Background: an optimization exercise with open tools, aiming at small area, a short achievable clock period and few clock cycles. Do not read the settings as production practice.
Function was checked by simulation only, so behaviour that the tests miss may differ from the original.
Power is estimated from default activity; no workload was simulated.

$ cat flow/config.mk
export PLATFORM = sky130hd
export DESIGN_NAME = rs1294
export DESIGN_NICKNAME = rs1294
export VERILOG_FILES = /design/flow/design.v
export SDC_FILE = /design/flow/constraint.sdc
export NUM_CORES = 4
export LEC_CHECK = 0
export CAP_MARGIN = 20
export CORE_MARGIN = 2
export CORE_UTILIZATION = 40
export PLACE_DENSITY = 0.6
export SLEW_MARGIN = 20
$ cat flow/constraint.sdc
create_clock -name core_clock -period 11.0 [get_ports {clk}]
set_input_delay 2.2000 -clock core_clock [delete_from_list [all_inputs] [get_ports {clk}]]
set_output_delay 2.2000 -clock core_clock [all_outputs]
set_load 0.01 [all_outputs]
$ cat flow/design.v
module rs1294 (
  input  wire        clk,
  input  wire        rst,           
  input  wire        req_valid,
  input  wire        req_write,
  input  wire [7:0]  req_addr,
  input  wire [31:0] req_wdata,
  output wire        req_ready,
  output reg         rsp_valid,
  output reg  [31:0] rsp_rdata
);
  localparam [7:0] OP_GFMUL   = 8'h01;
  localparam [7:0] OP_GFINV   = 8'h02;
  localparam [7:0] OP_PMUL    = 8'h03;
  localparam [7:0] OP_RSENC   = 8'h10;
  localparam [7:0] OP_RSSYN   = 8'h11;
  localparam [7:0] OP_RSDEC   = 8'h12;
  localparam [7:0] OP_CRCCOMP = 8'h20;
  localparam [7:0] OP_CRCVFY  = 8'h21;
  localparam [3:0] E_ILLEGAL  = 4'd1;
  localparam [3:0] E_RESERVED = 4'd2;
  localparam [3:0] E_LENGTH   = 4'd3;
  localparam [3:0] E_INVZERO  = 4'd4;
  localparam [3:0] S_IDLE   = 4'd0;
  localparam [3:0] S_PMUL   = 4'd1;
  localparam [3:0] S_ENC    = 4'd2;
  localparam [3:0] S_SYN    = 4'd3;
  localparam [3:0] S_LOC    = 4'd4;
  localparam [3:0] S_CHIEN  = 4'd5;
  localparam [3:0] S_VAL0   = 4'd6;
  localparam [3:0] S_VAL1   = 4'd7;
  localparam [3:0] S_FIX    = 4'd8;
  localparam [3:0] S_CRC    = 4'd9;
  localparam [3:0] S_CRCEND = 4'd10;
  function automatic [7:0] gf_mul;
    input [7:0] a;
    input [7:0] b;
    reg   [7:0] p;
    reg   [7:0] x;
    integer k;
    begin
      p = 8'h00;
      x = a;
      for (k = 0; k < 8; k = k + 1) begin
        if (b[k]) p = p ^ x;
        x = x[7] ? ((x << 1) ^ 8'h1D) : (x << 1);
      end
      gf_mul = p;
    end
  endfunction
  function automatic [7:0] gf_inv;
    input [7:0] a;
    begin
      case (a)
        8'h00: gf_inv = 8'h00;
        8'h01: gf_inv = 8'h01;
        8'h02: gf_inv = 8'h8E;
        8'h03: gf_inv = 8'hF4;
        8'h04: gf_inv = 8'h47;
        8'h05: gf_inv = 8'hA7;
        8'h06: gf_inv = 8'h7A;
        8'h07: gf_inv = 8'hBA;
        8'h08: gf_inv = 8'hAD;
        8'h09: gf_inv = 8'h9D;
        8'h0A: gf_inv = 8'hDD;
        8'h0B: gf_inv = 8'h98;
        8'h0C: gf_inv = 8'h3D;
        8'h0D: gf_inv = 8'hAA;
        8'h0E: gf_inv = 8'h5D;
        8'h0F: gf_inv = 8'h96;
        8'h10: gf_inv = 8'hD8;
        8'h11: gf_inv = 8'h72;
        8'h12: gf_inv = 8'hC0;
        8'h13: gf_inv = 8'h58;
        8'h14: gf_inv = 8'hE0;
        8'h15: gf_inv = 8'h3E;
        8'h16: gf_inv = 8'h4C;
        8'h17: gf_inv = 8'h66;
        8'h18: gf_inv = 8'h90;
        8'h19: gf_inv = 8'hDE;
        8'h1A: gf_inv = 8'h55;
        8'h1B: gf_inv = 8'h80;
        8'h1C: gf_inv = 8'hA0;
        8'h1D: gf_inv = 8'h83;
        8'h1E: gf_inv = 8'h4B;
        8'h1F: gf_inv = 8'h2A;
        8'h20: gf_inv = 8'h6C;
        8'h21: gf_inv = 8'hED;
        8'h22: gf_inv = 8'h39;
        8'h23: gf_inv = 8'h51;
        8'h24: gf_inv = 8'h60;
        8'h25: gf_inv = 8'h56;
        8'h26: gf_inv = 8'h2C;
        8'h27: gf_inv = 8'h8A;
        8'h28: gf_inv = 8'h70;
        8'h29: gf_inv = 8'hD0;
        8'h2A: gf_inv = 8'h1F;
        8'h2B: gf_inv = 8'h4A;
        8'h2C: gf_inv = 8'h26;
        8'h2D: gf_inv = 8'h8B;
        8'h2E: gf_inv = 8'h33;
        8'h2F: gf_inv = 8'h6E;
        8'h30: gf_inv = 8'h48;
        8'h31: gf_inv = 8'h89;
        8'h32: gf_inv = 8'h6F;
        8'h33: gf_inv = 8'h2E;
        8'h34: gf_inv = 8'hA4;
        8'h35: gf_inv = 8'hC3;
        8'h36: gf_inv = 8'h40;
        8'h37: gf_inv = 8'h5E;
        8'h38: gf_inv = 8'h50;
        8'h39: gf_inv = 8'h22;
        8'h3A: gf_inv = 8'hCF;
        8'h3B: gf_inv = 8'hA9;
        8'h3C: gf_inv = 8'hAB;
        8'h3D: gf_inv = 8'h0C;
        8'h3E: gf_inv = 8'h15;
        8'h3F: gf_inv = 8'hE1;
        8'h40: gf_inv = 8'h36;
        8'h41: gf_inv = 8'h5F;
        8'h42: gf_inv = 8'hF8;
        8'h43: gf_inv = 8'hD5;
        8'h44: gf_inv = 8'h92;
        8'h45: gf_inv = 8'h4E;
        8'h46: gf_inv = 8'hA6;
        8'h47: gf_inv = 8'h04;
        8'h48: gf_inv = 8'h30;
        8'h49: gf_inv = 8'h88;
        8'h4A: gf_inv = 8'h2B;
        8'h4B: gf_inv = 8'h1E;
        8'h4C: gf_inv = 8'h16;
        8'h4D: gf_inv = 8'h67;
        8'h4E: gf_inv = 8'h45;
        8'h4F: gf_inv = 8'h93;
        8'h50: gf_inv = 8'h38;
        8'h51: gf_inv = 8'h23;
        8'h52: gf_inv = 8'h68;
        8'h53: gf_inv = 8'h8C;
        8'h54: gf_inv = 8'h81;
        8'h55: gf_inv = 8'h1A;
        8'h56: gf_inv = 8'h25;
        8'h57: gf_inv = 8'h61;
        8'h58: gf_inv = 8'h13;
        8'h59: gf_inv = 8'hC1;
        8'h5A: gf_inv = 8'hCB;
        8'h5B: gf_inv = 8'h63;
        8'h5C: gf_inv = 8'h97;
        8'h5D: gf_inv = 8'h0E;
        8'h5E: gf_inv = 8'h37;
        8'h5F: gf_inv = 8'h41;
        8'h60: gf_inv = 8'h24;
        8'h61: gf_inv = 8'h57;
        8'h62: gf_inv = 8'hCA;
        8'h63: gf_inv = 8'h5B;
        8'h64: gf_inv = 8'hB9;
        8'h65: gf_inv = 8'hC4;
        8'h66: gf_inv = 8'h17;
        8'h67: gf_inv = 8'h4D;
        8'h68: gf_inv = 8'h52;
        8'h69: gf_inv = 8'h8D;
        8'h6A: gf_inv = 8'hEF;
        8'h6B: gf_inv = 8'hB3;
        8'h6C: gf_inv = 8'h20;
        8'h6D: gf_inv = 8'hEC;
        8'h6E: gf_inv = 8'h2F;
        8'h6F: gf_inv = 8'h32;
        8'h70: gf_inv = 8'h28;
        8'h71: gf_inv = 8'hD1;
        8'h72: gf_inv = 8'h11;
        8'h73: gf_inv = 8'hD9;
        8'h74: gf_inv = 8'hE9;
        8'h75: gf_inv = 8'hFB;
        8'h76: gf_inv = 8'hDA;
        8'h77: gf_inv = 8'h79;
        8'h78: gf_inv = 8'hDB;
        8'h79: gf_inv = 8'h77;
        8'h7A: gf_inv = 8'h06;
        8'h7B: gf_inv = 8'hBB;
        8'h7C: gf_inv = 8'h84;
        8'h7D: gf_inv = 8'hCD;
        8'h7E: gf_inv = 8'hFE;
        8'h7F: gf_inv = 8'hFC;
        8'h80: gf_inv = 8'h1B;
        8'h81: gf_inv = 8'h54;
        8'h82: gf_inv = 8'hA1;
        8'h83: gf_inv = 8'h1D;
        8'h84: gf_inv = 8'h7C;
        8'h85: gf_inv = 8'hCC;
        8'h86: gf_inv = 8'hE4;
        8'h87: gf_inv = 8'hB0;
        8'h88: gf_inv = 8'h49;
        8'h89: gf_inv = 8'h31;
        8'h8A: gf_inv = 8'h27;
        8'h8B: gf_inv = 8'h2D;
        8'h8C: gf_inv = 8'h53;
        8'h8D: gf_inv = 8'h69;
        8'h8E: gf_inv = 8'h02;
        8'h8F: gf_inv = 8'hF5;
        8'h90: gf_inv = 8'h18;
        8'h91: gf_inv = 8'hDF;
        8'h92: gf_inv = 8'h44;
        8'h93: gf_inv = 8'h4F;
        8'h94: gf_inv = 8'h9B;
        8'h95: gf_inv = 8'hBC;
        8'h96: gf_inv = 8'h0F;
        8'h97: gf_inv = 8'h5C;
        8'h98: gf_inv = 8'h0B;
        8'h99: gf_inv = 8'hDC;
        8'h9A: gf_inv = 8'hBD;
        8'h9B: gf_inv = 8'h94;
        8'h9C: gf_inv = 8'hAC;
        8'h9D: gf_inv = 8'h09;
        8'h9E: gf_inv = 8'hC7;
        8'h9F: gf_inv = 8'hA2;
        8'hA0: gf_inv = 8'h1C;
        8'hA1: gf_inv = 8'h82;
        8'hA2: gf_inv = 8'h9F;
        8'hA3: gf_inv = 8'hC6;
        8'hA4: gf_inv = 8'h34;
        8'hA5: gf_inv = 8'hC2;
        8'hA6: gf_inv = 8'h46;
        8'hA7: gf_inv = 8'h05;
        8'hA8: gf_inv = 8'hCE;
        8'hA9: gf_inv = 8'h3B;
        8'hAA: gf_inv = 8'h0D;
        8'hAB: gf_inv = 8'h3C;
        8'hAC: gf_inv = 8'h9C;
        8'hAD: gf_inv = 8'h08;
        8'hAE: gf_inv = 8'hBE;
        8'hAF: gf_inv = 8'hB7;
        8'hB0: gf_inv = 8'h87;
        8'hB1: gf_inv = 8'hE5;
        8'hB2: gf_inv = 8'hEE;
        8'hB3: gf_inv = 8'h6B;
        8'hB4: gf_inv = 8'hEB;
        8'hB5: gf_inv = 8'hF2;
        8'hB6: gf_inv = 8'hBF;
        8'hB7: gf_inv = 8'hAF;
        8'hB8: gf_inv = 8'hC5;
        8'hB9: gf_inv = 8'h64;
        8'hBA: gf_inv = 8'h07;
        8'hBB: gf_inv = 8'h7B;
        8'hBC: gf_inv = 8'h95;
        8'hBD: gf_inv = 8'h9A;
        8'hBE: gf_inv = 8'hAE;
        8'hBF: gf_inv = 8'hB6;
        8'hC0: gf_inv = 8'h12;
        8'hC1: gf_inv = 8'h59;
        8'hC2: gf_inv = 8'hA5;
        8'hC3: gf_inv = 8'h35;
        8'hC4: gf_inv = 8'h65;
        8'hC5: gf_inv = 8'hB8;
        8'hC6: gf_inv = 8'hA3;
        8'hC7: gf_inv = 8'h9E;
        8'hC8: gf_inv = 8'hD2;
        8'hC9: gf_inv = 8'hF7;
        8'hCA: gf_inv = 8'h62;
        8'hCB: gf_inv = 8'h5A;
        8'hCC: gf_inv = 8'h85;
        8'hCD: gf_inv = 8'h7D;
        8'hCE: gf_inv = 8'hA8;
        8'hCF: gf_inv = 8'h3A;
        8'hD0: gf_inv = 8'h29;
        8'hD1: gf_inv = 8'h71;
        8'hD2: gf_inv = 8'hC8;
        8'hD3: gf_inv = 8'hF6;
        8'hD4: gf_inv = 8'hF9;
        8'hD5: gf_inv = 8'h43;
        8'hD6: gf_inv = 8'hD7;
        8'hD7: gf_inv = 8'hD6;
        8'hD8: gf_inv = 8'h10;
        8'hD9: gf_inv = 8'h73;
        8'hDA: gf_inv = 8'h76;
        8'hDB: gf_inv = 8'h78;
        8'hDC: gf_inv = 8'h99;
        8'hDD: gf_inv = 8'h0A;
        8'hDE: gf_inv = 8'h19;
        8'hDF: gf_inv = 8'h91;
        8'hE0: gf_inv = 8'h14;
        8'hE1: gf_inv = 8'h3F;
        8'hE2: gf_inv = 8'hE6;
        8'hE3: gf_inv = 8'hF0;
        8'hE4: gf_inv = 8'h86;
        8'hE5: gf_inv = 8'hB1;
        8'hE6: gf_inv = 8'hE2;
        8'hE7: gf_inv = 8'hF1;
        8'hE8: gf_inv = 8'hFA;
        8'hE9: gf_inv = 8'h74;
        8'hEA: gf_inv = 8'hF3;
        8'hEB: gf_inv = 8'hB4;
        8'hEC: gf_inv = 8'h6D;
        8'hED: gf_inv = 8'h21;
        8'hEE: gf_inv = 8'hB2;
        8'hEF: gf_inv = 8'h6A;
        8'hF0: gf_inv = 8'hE3;
        8'hF1: gf_inv = 8'hE7;
        8'hF2: gf_inv = 8'hB5;
        8'hF3: gf_inv = 8'hEA;
        8'hF4: gf_inv = 8'h03;
        8'hF5: gf_inv = 8'h8F;
        8'hF6: gf_inv = 8'hD3;
        8'hF7: gf_inv = 8'hC9;
        8'hF8: gf_inv = 8'h42;
        8'hF9: gf_inv = 8'hD4;
        8'hFA: gf_inv = 8'hE8;
        8'hFB: gf_inv = 8'h75;
        8'hFC: gf_inv = 8'h7F;
        8'hFD: gf_inv = 8'hFF;
        8'hFE: gf_inv = 8'h7E;
        8'hFF: gf_inv = 8'hFD;
        default: gf_inv = 8'h00;
      endcase
    end
  endfunction
  function automatic [7:0] alpha_neg;
    input [3:0] i;
    begin
      case (i)
        4'd0: alpha_neg = 8'h01;
        4'd1: alpha_neg = 8'h8E;
        4'd2: alpha_neg = 8'h47;
        4'd3: alpha_neg = 8'hAD;
        4'd4: alpha_neg = 8'hD8;
        4'd5: alpha_neg = 8'h6C;
        4'd6: alpha_neg = 8'h36;
        4'd7: alpha_neg = 8'h1B;
        4'd8: alpha_neg = 8'h83;
        4'd9: alpha_neg = 8'hCF;
        4'd10: alpha_neg = 8'hE9;
        4'd11: alpha_neg = 8'hFA;
        default: alpha_neg = 8'h00;
      endcase
    end
  endfunction
  function automatic [15:0] crc_step;
    input [15:0] c;
    begin
      crc_step = c[15] ? ((c << 1) ^ 16'h1021) : (c << 1);
    end
  endfunction
  reg [7:0]  in_mem  [0:31];
  reg [7:0]  out_mem [0:12];
  reg        st_valid, st_sz, st_unc, st_crcok;
  reg [3:0]  st_errcnt, st_err;
  reg        masken;
  reg [15:0] crc_mask;
  wire [31:0] status_word = {20'd0, st_err, st_errcnt, st_crcok, st_unc, st_sz, st_valid};
  reg [3:0]  state;
  reg [7:0]  cur_op;
  reg [7:0]  cur_len;
  reg [4:0]  cnt_i;
  reg [2:0]  cnt_j;
  reg [7:0]  cnt_r;
  reg [7:0]  acc;
  reg [7:0]  s1, s2, s3;         
  reg [7:0]  lam1, lam3;         
  reg [7:0]  omg0, omg1, omg2;   
  reg [7:0]  t1, t2, t3;         
  reg [1:0]  nroots;
  reg [7:0]  pos0, pos1;
  reg [7:0]  val0, val1;
  reg        dz0;
  reg [15:0] crc;
  integer k;
  assign req_ready = (state == S_IDLE);
  wire acc_req   = req_valid && req_ready;
  wire acc_write = acc_req && req_write;
  wire acc_read  = acc_req && !req_write;
  wire [7:0] w_op  = req_wdata[7:0];
  wire [7:0] w_a   = req_wdata[15:8];
  wire [7:0] w_b   = req_wdata[23:16];
  wire [7:0] w_len = req_wdata[15:8];
  reg        op_legal;
  reg [31:0] op_mbz;
  always @(*) begin
    op_legal = 1'b1;
    op_mbz   = 32'hFFFF0000;
    case (w_op)
      OP_GFMUL:   op_mbz = 32'hFF000000;
      OP_GFINV:   op_mbz = 32'hFFFF0000;
      OP_PMUL:    op_mbz = 32'hFFFFFF00;
      OP_RSENC, OP_RSSYN, OP_RSDEC, OP_CRCCOMP, OP_CRCVFY: op_mbz = 32'hFFFF0000;
      default:    op_legal = 1'b0;
    endcase
  end
  wire op_resv = |(req_wdata & op_mbz);
  wire [7:0] syn_alpha = (cnt_j == 3'd0) ? 8'h02 : (cnt_j == 3'd1) ? 8'h04 : 8'h08;
  wire [7:0] syn_next  = gf_mul(acc, syn_alpha) ^ in_mem[cnt_i];
  wire [7:0] enc_fb = in_mem[cnt_i] ^ s3;
  wire [7:0] enc_p2 = s2 ^ gf_mul(8'h0E, enc_fb);
  wire [7:0] enc_p1 = s1 ^ gf_mul(8'h38, enc_fb);
  wire [7:0] enc_p0 = gf_mul(8'h40, enc_fb);
  wire [7:0] pm_prod = gf_mul(in_mem[cnt_i], in_mem[5'd7 + {2'b00, cnt_j}]);
  wire [3:0] pm_k    = cnt_i[3:0] + {1'b0, cnt_j};
  wire [7:0] loc_inv  = gf_inv((s1 != 8'h00) ? s1 : s2);
  wire [7:0] loc_a1   = gf_mul(s2, loc_inv);
  wire [7:0] loc_a2   = gf_mul(gf_mul(s1, s3) ^ gf_mul(s2, s2), gf_mul(loc_inv, loc_inv));
  wire [7:0] loc_b1   = gf_mul(s3, loc_inv);
  wire [7:0] ch_t1 = gf_mul(t1, 8'h02);
  wire [7:0] ch_t2 = gf_mul(t2, 8'h04);
  wire [7:0] ch_t3 = gf_mul(t3, 8'h08);
  wire       ch_root = ((8'h01 ^ ch_t1 ^ ch_t2 ^ ch_t3) == 8'h00);
  wire [7:0] ev_pos = (state == S_VAL0) ? pos0 : pos1;
  wire [7:0] ev_x   = alpha_neg(ev_pos[3:0]);
  wire [7:0] ev_x2  = gf_mul(ev_x, ev_x);
  wire [7:0] ev_num = omg0 ^ gf_mul(omg1, ev_x) ^ gf_mul(omg2, ev_x2);
  wire [7:0] ev_den = lam1 ^ gf_mul(lam3, ev_x2);
  wire [7:0] ev_val = gf_mul(ev_num, gf_inv(ev_den));
  wire [15:0] crc_in   = (cnt_j == 3'd0) ? (crc ^ {in_mem[cnt_i], 8'h00}) : crc;
  wire [15:0] crc_next = crc_step(crc_in);
  wire [7:0]  crc_n    = (cur_op == OP_CRCVFY) ? (cur_len - 8'd2) : cur_len;
  wire [15:0] crc_fin  = crc ^ 16'hFFFF;
  wire [15:0] crc_v    = crc_fin ^ (masken ? crc_mask : 16'h0000);
  wire [15:0] crc_t    = {in_mem[cur_len[4:0] - 5'd2], in_mem[cur_len[4:0] - 5'd1]};
  wire pos_bad = (pos0 >= 8'd12) || ((nroots == 2'd2) && (pos1 >= 8'd12));
  always @(posedge clk) begin
    if (rst) begin
      state     <= S_IDLE;
      rsp_valid <= 1'b0;
      rsp_rdata <= 32'd0;
      st_valid  <= 1'b0;
      st_sz     <= 1'b0;
      st_unc    <= 1'b0;
      st_crcok  <= 1'b0;
      st_errcnt <= 4'd0;
      st_err    <= 4'd0;
      masken    <= 1'b0;
      crc_mask  <= 16'h0000;
    end else begin
      rsp_valid <= acc_read;
      if (acc_read) begin
        if (req_addr == 8'h01)
          rsp_rdata <= status_word;
        else if (req_addr == 8'h02)
          rsp_rdata <= {31'd0, masken};
        else if (req_addr == 8'h03)
          rsp_rdata <= {16'd0, crc_mask};
        else if (req_addr[7:5] == 3'b010)
          rsp_rdata <= {24'd0, in_mem[req_addr[4:0]]};
        else if (req_addr >= 8'h80 && req_addr <= 8'h8C)
          rsp_rdata <= {24'd0, out_mem[req_addr[3:0]]};
        else
          rsp_rdata <= 32'd0;
      end
      if (acc_write) begin
        if (req_addr == 8'h02)
          masken <= req_wdata[0];
        else if (req_addr == 8'h03)
          crc_mask <= req_wdata[15:0];
        else if (req_addr[7:5] == 3'b010)
          in_mem[req_addr[4:0]] <= req_wdata[7:0];
        else if (req_addr == 8'h00) begin
          st_valid  <= 1'b1;
          st_sz     <= 1'b0;
          st_unc    <= 1'b0;
          st_crcok  <= 1'b0;
          st_errcnt <= 4'd0;
          st_err    <= 4'd0;
          cur_op    <= w_op;
          cur_len   <= w_len;
          cnt_i     <= 5'd0;
          cnt_j     <= 3'd0;
          acc       <= 8'h00;
          crc       <= 16'h0000;
          if (!op_legal)
            st_err <= E_ILLEGAL;
          else if (op_resv)
            st_err <= E_RESERVED;
          else begin
            case (w_op)
              OP_GFMUL: out_mem[0] <= gf_mul(w_a, w_b);
              OP_GFINV: begin
                if (w_a == 8'h00) st_err <= E_INVZERO;
                else              out_mem[0] <= gf_inv(w_a);
              end
              OP_PMUL: begin
                for (k = 0; k < 13; k = k + 1) out_mem[k] <= 8'h00;
                state <= S_PMUL;
              end
              OP_RSENC: begin
                if (w_len != 8'd9) st_err <= E_LENGTH;
                else begin
                  s1 <= 8'h00; s2 <= 8'h00; s3 <= 8'h00;
                  state <= S_ENC;
                end
              end
              OP_RSSYN: begin
                if (w_len != 8'd12) st_err <= E_LENGTH;
                else                state <= S_SYN;
              end
              OP_RSDEC: begin
                if (w_len != 8'd12) st_unc <= 1'b1;
                else                state  <= S_SYN;
              end
              OP_CRCCOMP: begin
                if (w_len > 8'd32)       st_err <= E_LENGTH;
                else if (w_len == 8'd0)  state  <= S_CRCEND;
                else                     state  <= S_CRC;
              end
              OP_CRCVFY: begin
                if (w_len < 8'd2 || w_len > 8'd32) st_err <= E_LENGTH;
                else if (w_len == 8'd2)            state  <= S_CRCEND;
                else                               state  <= S_CRC;
              end
              default: ;
            endcase
          end
        end
      end
      case (state)
        S_PMUL: begin
          out_mem[pm_k] <= out_mem[pm_k] ^ pm_prod;
          if (cnt_j == 3'd6) begin
            cnt_j <= 3'd0;
            if (cnt_i == 5'd6) state <= S_IDLE;
            else               cnt_i <= cnt_i + 5'd1;
          end else
            cnt_j <= cnt_j + 3'd1;
        end
        S_ENC: begin
          s3 <= enc_p2;
          s2 <= enc_p1;
          s1 <= enc_p0;
          if (cnt_i == 5'd8) begin
            for (k = 0; k < 9; k = k + 1) out_mem[k] <= in_mem[k];
            out_mem[9]  <= enc_p2;
            out_mem[10] <= enc_p1;
            out_mem[11] <= enc_p0;
            state <= S_IDLE;
          end else
            cnt_i <= cnt_i + 5'd1;
        end
        S_SYN: begin
          if (cnt_i == 5'd11) begin
            acc   <= 8'h00;
            cnt_i <= 5'd0;
            cnt_j <= cnt_j + 3'd1;
            if (cnt_j == 3'd0) s1 <= syn_next;
            if (cnt_j == 3'd1) s2 <= syn_next;
            if (cnt_j == 3'd2) begin
              s3 <= syn_next;
              if (cur_op == OP_RSSYN) begin
                out_mem[0] <= s1;
                out_mem[1] <= s2;
                out_mem[2] <= syn_next;
                st_sz <= (s1 == 8'h00) && (s2 == 8'h00) && (syn_next == 8'h00);
                state <= S_IDLE;
              end else if ((s1 == 8'h00) && (s2 == 8'h00) && (syn_next == 8'h00)) begin
                for (k = 0; k < 12; k = k + 1) out_mem[k] <= in_mem[k];
                st_sz <= 1'b1;
                state <= S_IDLE;
              end else
                state <= S_LOC;
            end
          end else begin
            acc   <= syn_next;
            cnt_i <= cnt_i + 5'd1;
          end
        end
        S_LOC: begin
          if (s1 != 8'h00) begin
            lam1 <= loc_a1;  lam3 <= 8'h00;
            omg0 <= s1;      omg1 <= 8'h00;   omg2 <= 8'h00;
            t1   <= loc_a1;  t2   <= loc_a2;  t3   <= 8'h00;
          end else if (s2 != 8'h00) begin
            lam1 <= loc_b1;  lam3 <= 8'h00;
            omg0 <= 8'h00;   omg1 <= s2;      omg2 <= 8'h00;
            t1   <= loc_b1;  t2   <= s2;      t3   <= 8'h00;
          end else begin
            lam1 <= 8'h00;   lam3 <= s3;
            omg0 <= 8'h00;   omg1 <= 8'h00;   omg2 <= s3;
            t1   <= 8'h00;   t2   <= 8'h00;   t3   <= s3;
          end
          nroots <= 2'd0;
          cnt_r  <= 8'd1;
          state  <= S_CHIEN;
        end
        S_CHIEN: begin
          t1 <= ch_t1;
          t2 <= ch_t2;
          t3 <= ch_t3;
          if (ch_root) begin
            if (nroots == 2'd0) pos0 <= 8'd255 - cnt_r;
            if (nroots == 2'd1) pos1 <= 8'd255 - cnt_r;
            nroots <= nroots + 2'd1;
          end
          if (cnt_r == 8'd255) state <= S_VAL0;
          cnt_r <= cnt_r + 8'd1;
        end
        S_VAL0: begin
          st_errcnt <= {2'b00, nroots};
          if (nroots == 2'd0) begin
            for (k = 0; k < 12; k = k + 1) out_mem[k] <= in_mem[k];
            state <= S_IDLE;
          end else if (nroots == 2'd3 || pos_bad) begin
            for (k = 0; k < 12; k = k + 1) out_mem[k] <= in_mem[k];
            st_unc <= 1'b1;
            state  <= S_IDLE;
          end else begin
            val0  <= ev_val;
            dz0   <= (ev_den == 8'h00);
            state <= S_VAL1;
          end
        end
        S_VAL1: begin
          val1  <= ev_val;
          if (nroots == 2'd2 && ev_den == 8'h00) dz0 <= 1'b1;
          state <= S_FIX;
        end
        S_FIX: begin
          for (k = 0; k < 12; k = k + 1)
            out_mem[k] <= in_mem[k]
                        ^ ((!dz0 && ({24'd0, pos0} == 11 - k)) ? val0 : 8'h00)
                        ^ ((!dz0 && nroots == 2'd2 && ({24'd0, pos1} == 11 - k)) ? val1 : 8'h00);
          st_unc <= dz0;
          state  <= S_IDLE;
        end
        S_CRC: begin
          crc <= crc_next;
          cnt_j <= cnt_j + 3'd1;
          if (cnt_j == 3'd7) begin
            if ({3'b000, cnt_i} == crc_n - 8'd1) state <= S_CRCEND;
            else                                 cnt_i <= cnt_i + 5'd1;
          end
        end
        S_CRCEND: begin
          if (cur_op == OP_CRCCOMP) begin
            out_mem[0] <= crc_fin[15:8];
            out_mem[1] <= crc_fin[7:0];
          end else begin
            out_mem[0] <= crc_v[15:8];
            out_mem[1] <= crc_v[7:0];
            st_crcok   <= (crc_v == crc_t);
          end
          state <= S_IDLE;
        end
        default: ;
      endcase
    end
  end
endmodule
$ cat flow/run.sh
#!/bin/bash
# synth_recipe.tcl (not shown) runs the flow's synth.tcl, then flattens the netlist and writes it again
# the make line also repeats each setting of config.mk as NAME=value (left out here)
make -C /OpenROAD-flow-scripts/flow DESIGN_CONFIG=/design/flow/config.mk WORK_HOME=/design/flow/orfs CLKGATE_MAP_FILE= SYNTH_SCRIPT=/design/flow/synth_recipe.tcl finish
==> impl_metrics.tcl <==
set metrics [dict create \
    tightest_slew_ps 1183 \
    synth-seq-area-share_pct 27.55 \
    num_io_pins 78 \
    clock_latency_ps 710 \
    p_comb_share_pct 55.7 \
    num_rows 147 \
    layout.nets 6924 \
    multiInputGateArea_um2 43770 \
    via_count 60460 \
    rsz0062_at_grt "no" \
    run_status "timing/DRC/antenna clean" \
    min_period_over_period_pct 93.18 \
    hpwl_um 195800 \
    grtUsageTotal_pct 32.31 \
    die_height_um 404.9 \
    htree_levels 3 \
    route.detailed.drc 0 \
    overflow 0 \
    regArea_um2 17710 \
    synth_most_common_cell "nand2_1" \
    max_slew_margin_pct 18.85 \
    drive_gt1_share_pct 13.81 \
    synth.area.top_cells "edfxtp_1 26%, mux4_2 15%, xnor2_1 11%" \
    cts_tree "built" \
    gp_routability_congestion 1.053 \
    slew_violations 0 \
    total_leakage_power_uw 0.02261 \
    worstPathArrival_ps 10670 \
    worst_hold_slack_ps 460.8 \
    layout_min_cycle_time_ps 10250 \
    p_sw_share_pct 44.64 \
    hp-class "reg -> reg" \
    path_class "reg -> reg" \
    placed_cell_area_um2 66670 \
    pwr-share-seq_pct 23.1 \
    cts_buffers 73 \
    grt_max_degree 120 \
    async_flop_share_pct 0 \
    grt_pass1_vias 55330 \
    crit_path_start_kind "flop" \
    p_int_uw 6664 \
    core_area_um2 160000 \
    wirelength_um 273200 \
    synth_cells 7083 \
    drt-wirelength-per-cell_um 30.53 \
    synth_ff_type "edfxtp_1" \
    avgSynthCellArea_um2 9.074 \
    final_cell_area_um2 69230 \
    firstDrtPassIters 11 \
    root_buffer "clkbuf_16" \
    synth_area_um2 64270 \
    fmax_ghz 0.09756 \
    synth_top_area_share_pct 25.93 \
    slowest_delay_ps 860 \
    slowest_stage "a2111oi_4" \
    postCtsHoldBufs 0 \
    final_util_pct 43.26 \
    ys_types 126 \
    io_buffers 61 \
    setup_viol 0 \
    die_w_um 404.9 \
    timing.critical_path.mode_cell "xnor2_1" \
    synth_edf_count 555 \
    ys_warn_count 1 \
    powerDensity_nw_per_um2 173.9 \
    yosysTopAreaCell "edfxtp_1" \
    end_kind "flop" \
    cts.sinks 607 \
    antenna_left 0 \
    ir_worst_vdd_uv 733.9 \
    drt-vias-per-instance 6.756 \
    hold_viol 0 \
    p_sw_uw 5375 \
    antenna_found_initial 15 \
    drt_iter0_markers 10230 \
    ys_seq_elements 607 \
    fin_skew_ps 68.72 \
    grt_pass1_wl_um 392800 \
    maxCapViolations 0 \
    start_util_pct 40.17 \
    pwr-share-clk_pct 21.2 \
    post-cts-setup-buffer-count 0 \
    fill_cells 15510 \
    ys_top_cells_by_count "1,008 x nand2_1, 842 x xnor2_1, 627 x nor2_1" \
    fin_tns_setup_ps 0 \
    clk_pin_slew_ps 70 \
    die-area_um2 163900 \
    worstPathRequired_ps 11420 \
    clock_path_buffers 3 \
    area_delta_synth_final_pct 7.711 \
    path_max_fanout 30 \
]
[cells by family (layout without fill, tap and decap cells)]
kind of cell,Yosys count,in the layout,synth area share [%]
fa+ha+maj,79,79,1.550
flops,607,607,27.55
other cells,1,21,0.005834
buf+inv,767,527,4.962
mux,578,578,17.50
simple gates,2274,2274,15.50
xor+xnor,1120,1120,15.93
compound gates,1657,1657,17.00
[power groups by stage]
stage / logic, µW / registers (µW) / clock network (µW)
finish: 6700 / 2780 / 2560
global route: 7120 / 2780 / 2640
CTS: 6540 / 2780 / 2550
detailed placement: 6510 / 2830 / 0
global placement: 6430 / 2830 / 0
floorplan: 4470 / 2810 / 0
[cells in the final DEF, fill, tap and decap left out, types with 58 or more instances in the layout]
cell,instances
nand2_1,1008
xnor2_1,836
nor2_1,623
edfxtp_1,555
mux4_2,429
a21oi_1,379
o21ai_0,352
xor2_1,239
buf_4,214
o22ai_1,172
nand3_1,136
nor3_1,119
a211oi_1,106
mux2i_1,105
inv_1,104
o211ai_1,80
clkbuf_16,79
ha_1,76
nand2b_1,59
a31oi_1,58
[area by class of cell]
type | instances | area share [%]
sequential | 607 | 25.58
inverter | 118 | 0.6398
multi-input combinational | 5724 | 63.23
tap | 2086 | 3.770
antenna | 5 | 0.01807
clock buffer | 91 | 2.921
timing repair buffer | 277 | 3.172
clock inverter | 41 | 0.6651
[worst max-delay path: cells and delay by family (launching register included)]
family | cells | cell delay [ps]
flip-flops | 1 | 400
buffers and inverters | 4 | 1180
adder cells (fa/ha/maj) | 3 | 1500
XOR/XNOR | 7 | 2220
AND/OR/NAND/NOR | 6 | 1590
multiplexers | 1 | 340
AO/OA/AOI/OAI | 9 | 2720
[sequential cells by signal, indices dropped and copies added (netlist names), 16 cells and up, named ones only]
register	count
out_mem	128
rsp_rdata	16
in_mem	256
crc	16
crc_mask	16
[routing by layer]
metal / global-route usage, % / part of all wire (%) / vias to the layer above / wire length [µm]
met3: 8.996 / 13 / 739 / 35800
met4: 12.79 / 4.9 / 6 / 13350
met1: 43.57 / 38 / 29600 / 104700
met2: 48.93 / 44 / 4543 / 119300
met5: 0 / 0.016 / - / 45
li1: - / - / 25580 / -
[metrics by stage]
step,power (µW),std cells,worst slack (ps)
6_report,12040,8949,750.4
5_1_grt,12540,8945,79.19
4_1_cts,11860,8943,630.6
3_5_place_dp,9343,8811,728.7
3_3_place_gp,9262,8811,827.5
2_1_floorplan,7282,7098,1777
[worst paths after layout]
check | slack [ps] | from | cells past startpoint | end
min | 460 | st_err[1] | 2 | st_err[1]
max reg2reg | 750 | state[3] | 30 | val0[6]
min reg2reg | 460 | st_err[1] | 2 | st_err[1]
max | 750 | state[3] | 30 | val0[6]
[timing repair]
item                                    in CTS  in global routing
endpoints found under the setup margin       0                 16
hold endpoints to repair                     0                  0
resized for setup                            0                  4
Testbench counts, summed over its fixed seeds: cycles 251,267.

-- separate check: timing with driven ports --
No port has a modelled driver above. Below, the same layout with a new extraction and two added sets of constraints.
Step 1 sets driving cells, clkbuf_16 on the clock port and buf_2 on the other inputs (assumed; they add their load-dependent delay and slew).
Step 2, shift: input delay + t, output delay - t, t = (earliest + latest rising clock arrival at the registers) / 2. This alone moves slack from input paths to output paths.
a / b / c = ideal ports / drivers / drivers and shift; a / b = the first two.
t (ns): 0.757
setup WS [ns]: 0.750 / 0.750 / 0.750
hold WS [ns]: 0.461 / 0.461 / 0.461
worst setup path at the end: register to register
After both steps setup and hold are still met in this run. The setup slack of this run moves by 0.000 ns with the drivers and by 0.000 ns with both steps.
